From an optimization exercise on the open Yosys and OpenROAD flow, aimed at small area, a short achievable clock period and few clock cycles per item; shortcuts taken in it are not production practice.
At most, simulation tests tie the RTL to the original design; equivalence was not proved.
Power is estimated from default activity; no workload was simulated.

Design tpe_fparse, start of the top module:
module tpe_fparse (
    input  wire         clk,
    input  wire         rst,
    input  wire         in_valid,
    input  wire [7:0]   in_data,
    input  wire         in_last,
    output reg          in_ready,
    output reg          out_valid,
    input  wire         out_ready,
    output reg          out_end,
    output wire [7:0]   out_kind,
    output reg          out_success,
    output reg  [31:0]  out_word,
    output wire [15:0]  out_period,
    output reg          out_flag,
    output reg  [103:0] out_temps,
    output reg  [15:0]  out_cursor
);
Size in the first run: about 220 flip-flops, about 190 I/O pins, roughly 8800 sq um of cells after synthesis.
==> flow/config.mk <==
export PLATFORM = sky130hd
export DESIGN_NAME = tpe_fparse
export DESIGN_NICKNAME = tpe_fparse
export VERILOG_FILES = /design/flow/design.v
export SDC_FILE = /design/flow/constraint.sdc
export NUM_CORES = 4
export LEC_CHECK = 0
export ABC_CLOCK_PERIOD_IN_PS = 2000
export CAP_MARGIN = 20
export CORE_MARGIN = 2
export CORE_UTILIZATION = 40
export SETUP_SLACK_MARGIN = 2.3
export SLEW_MARGIN = 20
==> flow/constraint.sdc <==
create_clock -name core_clock -period 4.5 [get_ports {clk}]
set_input_delay 0.9000 -clock core_clock [delete_from_list [all_inputs] [get_ports {clk}]]
set_output_delay 0.9000 -clock core_clock [all_outputs]
set_load 0.01 [all_outputs]
standard.sh (not shown) runs the stock make flow with config.mk's settings and CLKGATE_MAP_FILE= SYNTH_SCRIPT=/design/flow/synth_recipe.tcl, a recipe that flattens the netlist after the stock synthesis.
==> flow/flow/run.sh <==
#!/bin/bash
# The standard layout, with plain buf_1 cells as the port buffers.
set -euo pipefail
export BUFFER_PORTS_ARGS="-buffer_cell sky130_fd_sc_hd__buf_1"
bash standard.sh > standard_flow.log 2>&1
The baseline passed the timing, design-rule and antenna checks.
Edit:
Settings changed: CORE_UTILIZATION 40 to 60, SETUP_SLACK_MARGIN 2.3 to 2.4.
Result: Worst setup slack gets better by 0.13 ns. Core utilization rises by 27 points. Fmax rises by a few percent. Cell area rises slightly. Combinational power rises by roughly a tenth. Clock skew falls by 0.0083 ns. Global-route usage rises by 8.6 points. Synthesized area is unchanged. Count of clock-buffer cells in the layout rises by 1.
Function was not checked in any run of this note: the RTL went through the layout flow alone.

---

== run E ==
Another version of the RTL of tpe_fparse (not shown whole).
Size in the first run: about 630 cells after synthesis, ~220 flip-flops, roughly 8900 µm² of cells after synthesis.
export LEC_CHECK = 0
export ABC_CLOCK_PERIOD_IN_PS = 2000
export CAP_MARGIN = 20
export CORE_MARGIN = 2
export CORE_UTILIZATION = 60
export SETUP_SLACK_MARGIN = 2.5
export SLEW_MARGIN = 20
create_clock -name core_clock -period 4.5 [get_ports {clk}]
Scripts as last shown in full above: flow/flow/run.sh
What run A does differently from run E at the input level:
- SETUP_SLACK_MARGIN now 2.3, was 2.5
- CORE_UTILIZATION now 40, was 60
### Flow results
- From run E to run A the numbers moved as follows: minimum clock period saw a decrease, clock buffer and inverter area fraction after layout saw an increase.
- Largest fanout on the critical path: run A vs run E identical
- | area of all placed cells without fillers | run A vs run E | 5.0% lower |
- Total number of multi-input combinational cells of run E is on par with run A.
No run of this note included a check of the RTL's function; only the layout flow was run.

---

The RTL this note starts from:
==> flow/design.v <==
module tpe_fparse (
    input  wire         clk,
    input  wire         rst,
    input  wire         in_valid,
    input  wire [7:0]   in_data,
    input  wire         in_last,
    output reg          in_ready,
    output reg          out_valid,
    input  wire         out_ready,
    output reg          out_end,
    output wire [7:0]   out_kind,
    output reg          out_success,
    output reg  [31:0]  out_word,
    output wire [15:0]  out_period,
    output reg          out_flag,
    output reg  [103:0] out_temps,
    output reg  [15:0]  out_cursor
);
    localparam [7:0]  SYNC0       = 8'hCA;
    localparam [7:0]  SYNC1       = 8'hFE;
    localparam [15:0] CRC_POLY    = 16'h1021;
    localparam [15:0] CRC_INIT    = 16'hFFFF;
    function [15:0] crc_byte;
        input [15:0] c_in;
        input [7:0]  b;
        reg   [15:0] c;
        integer      i;
        begin
            c = c_in ^ {b, 8'h00};
            for (i = 0; i < 8; i = i + 1)
                c = c[15] ? ((c << 1) ^ CRC_POLY) : (c << 1);
            crc_byte = c;
        end
    endfunction
    reg  [8:0]  fidx;          
    reg  [8:0]  lm;            
    reg         at_last;       
    reg         recq;          
    reg         stopped;       
    reg  [15:0] crc_rx;
    reg  [15:0] crc;
    reg  [2:0]  kind;
    reg         chk;           
    reg         crcgood;       
    reg         lastp;         
    reg         fresh;         
    reg         end_pending;
    reg         end_zero;      
    reg         zq;            
    assign out_kind   = {5'd0, kind};
    assign out_period = out_temps[15:0];
    wire out_free = !out_valid || out_ready;
    wire take = in_valid && in_ready;
    wire wr = !out_valid;      
    wire type_ok = (in_data[7:3] == 5'd0) && (in_data[2:0] != 3'd0) && (in_data[2:0] != 3'd7);
    reg  hdr_bad;
    always @(*) begin
        case (fidx)
            9'd0:    hdr_bad = (in_data != SYNC0);
            9'd1:    hdr_bad = (in_data != SYNC1);
            9'd4:    hdr_bad = !type_ok;
            default: hdr_bad = 1'b0;
        endcase
    end
    wire f6 = (fidx == 9'd6);
    wire frame_done = f6 ? (in_data == 8'd0) : at_last;
    wire [15:0] crc_next = crc_byte(crc, in_data);
    reg  rec_len_ok;
    always @(*) begin
        case (kind)
            3'd4:    rec_len_ok = (in_data >= 8'd17);
            3'd3:    rec_len_ok = (in_data >= 8'd6);
            3'd6:    rec_len_ok = (in_data != 8'd0);
            default: rec_len_ok = 1'b1;
        endcase
    end
    wire        crc_ok   = chk && crcgood;
    wire        rec_b    = crc_ok && recq;
    wire [15:0] csum     = out_cursor + {7'd0, lm} + 16'd2;
    integer k;
    always @(posedge clk) begin
        case (fidx)
            9'd2: crc_rx[7:0]  <= in_data;
            9'd3: crc_rx[15:8] <= in_data;
            9'd4: if (wr) kind        <= in_data[2:0];
            9'd5: if (wr) out_success <= (in_data != 8'd0);
            9'd7: if (wr) out_flag    <= (in_data != 8'd0);
            9'd6: begin
                lm   <= {1'b0, in_data} + 9'd5;
                recq <= rec_len_ok;
            end
            default: ;
        endcase
        for (k = 0; k < 4; k = k + 1)
            if (wr && fidx == 9'd7 + k) out_word[8*k +: 8] <= in_data;
        for (k = 0; k < 13; k = k + 1)
            if (wr && fidx == 9'd11 + k) out_temps[8*k +: 8] <= in_data;
        if (fidx < 9'd4)
            crc <= CRC_INIT;
        else if (take)
            crc <= crc_next;
        crcgood <= (crc_next == crc_rx);
    end
    reg s0v, s0e, s1v, s1z, s2v;
    reg cur_zero;
    reg restart;
    always @(posedge clk) begin
        s0v = out_valid;   s0e = out_end;
        s1v = end_pending; s1z = end_zero;
        s2v = zq;
        cur_zero = 1'b0;
        restart = take && (in_last || frame_done);
        if (rst) begin
            fidx        <= 9'd0;
            at_last     <= 1'b0;
            stopped     <= 1'b0;
            chk         <= 1'b0;
            lastp       <= 1'b0;
            fresh       <= 1'b1;
            end_pending <= 1'b0;
            end_zero    <= 1'b0;
            zq          <= 1'b0;
            out_valid   <= 1'b0;
            in_ready    <= 1'b1;
        end else begin
            chk   <= take && frame_done && !stopped;
            lastp <= take && in_last;
            if (restart) begin
                fidx    <= 9'd0;
                at_last <= 1'b0;
            end else if (take) begin
                fidx    <= fidx + 9'd1;
                at_last <= f6 ? (in_data == 8'd1) : (fidx == lm);
            end
            if (take && in_last)
                stopped <= 1'b0;
            else if ((take && !stopped && hdr_bad) || (chk && !crcgood && !lastp))
                stopped <= 1'b1;
            if (crc_ok)
                fresh <= 1'b0;
            if (lastp)
                fresh <= 1'b1;
            if (fresh && !out_valid && !lastp)
                cur_zero = 1'b1;
            if (out_free) begin
                s0v = s1v;  s0e = 1'b1;
                if (s1v && s1z)
                    cur_zero = 1'b1;
                s1v = s2v;  s1z = 1'b1;
                s2v = 1'b0;
            end
            if (rec_b) begin
                s0v = 1'b1; s0e = 1'b0;
                if (lastp) begin
                    s1v = 1'b1; s1z = 1'b0;
                end
            end else if (lastp) begin
                if (!s0v) begin
                    s0v = 1'b1; s0e = 1'b1;
                    if (fresh) cur_zero = 1'b1;
                end else if (!s1v) begin
                    s1v = 1'b1; s1z = s0e;
                    if (fresh && !s0e) cur_zero = 1'b1;
                end else
                    s2v = 1'b1;
            end
            if (crc_ok)
                out_cursor <= csum;
            else if (cur_zero)
                out_cursor <= 16'd0;
            out_valid   <= s0v;
            out_end     <= s0e;
            end_pending <= s1v;
            end_zero    <= s1z;
            zq          <= s2v;
            in_ready    <= !(take && in_last) && !s2v &&
                           !(s0v && (take ? (!restart && fidx >= 9'd3) : (fidx >= 9'd4)));
        end
    end
endmodule
==> flow/config.mk <==
export PLATFORM = sky130hd
export DESIGN_NAME = tpe_fparse
export DESIGN_NICKNAME = tpe_fparse
export VERILOG_FILES = /design/flow/design.v
export SDC_FILE = /design/flow/constraint.sdc
export NUM_CORES = 4
export LEC_CHECK = 0
export ABC_CLOCK_PERIOD_IN_PS = 2000
export CAP_MARGIN = 20
export CORE_MARGIN = 2
export CORE_UTILIZATION = 60
export SETUP_SLACK_MARGIN = 2.5
export SLEW_MARGIN = 20
==> flow/constraint.sdc <==
create_clock -name core_clock -period 4.5 [get_ports {clk}]
set_input_delay 0.9000 -clock core_clock [delete_from_list [all_inputs] [get_ports {clk}]]
set_output_delay 0.9000 -clock core_clock [all_outputs]
set_load 0.01 [all_outputs]
Scripts as last shown in full above: flow/flow/run.sh
Edit:
Settings changed: CORE_UTILIZATION 60 to 40, SETUP_SLACK_MARGIN 2.5 to 2.3.
What happened:
- combinational power shrinks by 14%
- utilization shrinks by 28 points
- die area grows by 48%
- wire length shrinks by 0.58%
- count of clock-buffer cells in the layout grows by 4
- synthesized area stays the same
- final area shrinks by 2.2%
- setup slack is better by 0.084 ns
- total power grows by 7.1%
- synthesized cell count stays the same
- final cell count grows by 6.4%
Function was not checked in any run of this note: the RTL went through the layout flow alone.

---

Setup of exp/juniper:
tpe_fparse, a different RTL version from the one above (not shown whole).
==> flow/config.mk <==
export PLATFORM = sky130hd
export DESIGN_NAME = tpe_fparse
export DESIGN_NICKNAME = tpe_fparse
export VERILOG_FILES = /design/flow/design.v
export SDC_FILE = /design/flow/constraint.sdc
export NUM_CORES = 4
export LEC_CHECK = 0
export ABC_CLOCK_PERIOD_IN_PS = 2000
export CAP_MARGIN = 20
export CORE_MARGIN = 2
export CORE_UTILIZATION = 40
export CTS_CLUSTER_DIAMETER = 100
export CTS_CLUSTER_SIZE = 28
export SETUP_SLACK_MARGIN = 2.52
export SLEW_MARGIN = 20
==> flow/constraint.sdc <==
create_clock -name core_clock -period 4.5 [get_ports {clk}]
set_input_delay 0.9000 -clock core_clock [delete_from_list [all_inputs] [get_ports {clk}]]
set_output_delay 0.9000 -clock core_clock [all_outputs]
set_load 0.01 [all_outputs]
Scripts as last shown in full above: flow/flow/run.sh
Testbench counts of exp/juniper, summed over its fixed seeds: cycles 60,390, bytes 59,167.
Relative to exp/juniper, the following input files were edited for exp/raven:
Settings: swapping 2.52 for 2.45 in SETUP_SLACK_MARGIN; putting PLACE_DENSITY at 0.8 where nothing was set.
==> comparison <==
- [compare] base=exp/juniper new=exp/raven: number of non-clock buffers lost 7.1%, hold slack went up.
- Measured against each other, exp/raven and exp/juniper differ in met2 demand-to-capacity share in global routing, the higher figure coming from exp/raven.
- Lower power per cell area goes to exp/raven over exp/juniper.
- No stage failed in exp/juniper, and the final checks on the layout all came back clean.
- Looking at the reports, exp/raven completed the entire flow and the layout it produced met the timing, design-rule and antenna checks.
- Minimum setup slack in the final design: exp/raven vs exp/juniper down 0.053 ns
- Of exp/raven and exp/juniper, the lower worst setup slack after placement belongs to exp/juniper.
- Comparing power for exp/raven and exp/juniper, the bigger number came from exp/juniper.
- exp/juniper → exp/raven: layout-stage area growth over the synthesis result moved down, total met3 wirelength after detailed routing moved down, design area moved down.
- Detailed-route vias per instance (exp/raven vs. exp/juniper) increases slightly
Changes in exp/indigo relative to exp/raven:
Settings: CORE_UTILIZATION now 50, was 40; PLACE_DENSITY no longer set, was 0.8.
Results
When exp/indigo is set beside exp/raven, its worst vdd rail ir drop turns out to be 0.067 mV larger. The final reports for exp/indigo and exp/raven show post-CTS setup repair buffer count lower in the former. exp/raven reports its beginning of the critical path as out_cursor[0] while exp/indigo reports out_cursor[1]. Global routing usage on met1: exp/indigo vs exp/raven up 8.0 points. exp/indigo against exp/raven: routed wirelength normalized by instance count increased by 1.8 um relative to the old numbers; worst-case setup margin in the final layout increased by 0.019 ns relative to the old numbers. Going from exp/raven to exp/indigo, setup slack of the worst register-to-register path rose by 0.03 ns, clock group power barely changed, full die area now sits lower, count of plain and timing-repair buffers in the layout fell by 3.
diff inputs: exp/indigo => exp/willow
Settings: CORE_UTILIZATION changed from 50 to 40.
- The number of standard cells in the layout, taps in and fillers out in exp/willow is 1.05 times that in exp/indigo.
- Sort exp/willow and exp/indigo by number of global-route vias before repair desc -> top: exp/willow
- Relative to exp/indigo, final wirelength decreased by 720 um in exp/willow.
- exp/indigo → exp/willow: setup violation total in the final timing report now sits at about the same level, via count now sits lower, minimum period implied by the final worst setup slack now sits lower, overall die height now sits higher, largest fanout on the critical path now sits higher.

## re-timing with driven ports
The results above use ideal ports. As a check the final layouts listed here were re-extracted and re-timed, cells and wires unchanged. Step 1 assumes that a clkbuf_16 drives the clock port and a buf_2 every other input. Step 2 also shifts input and output timing later by t, the mid clock arrival at the registers, as if the neighbouring blocks saw the same clock. Slacks: no drivers / after step 1 / after step 2; pairs: no drivers / after step 1.
run	t (ns)	setup slack, ns	worst setup path after step 2
the first run of note 1	0.548	2.146 / 2.146 / 1.670	input to register
the second run of note 1	0.532	2.273 / 2.244 / 1.713	input to register
run E	0.536	2.023 / 2.023 / 1.951	input to register
run A	0.549	2.057 / 2.057 / 1.799	input to register
the first run of note 3	0.545	2.015 / 2.015 / 1.941	input to register
the second run of note 3	0.548	2.099 / 2.099 / 1.792	input to register
exp/juniper	0.518	2.470 / 2.426 / 2.102	input to register
exp/raven	0.512	2.417 / 2.380 / 2.051	input to register
exp/indigo	0.498	2.437 / 2.391 / 2.065	input to register
exp/willow	0.496	2.485 / 2.448 / 2.109	input to register
After both steps every run listed still meets setup and hold. For the second run of note 1, which loses most, drivers alone change the setup slack by -0.029 ns; drivers and shift together by -0.560 ns.
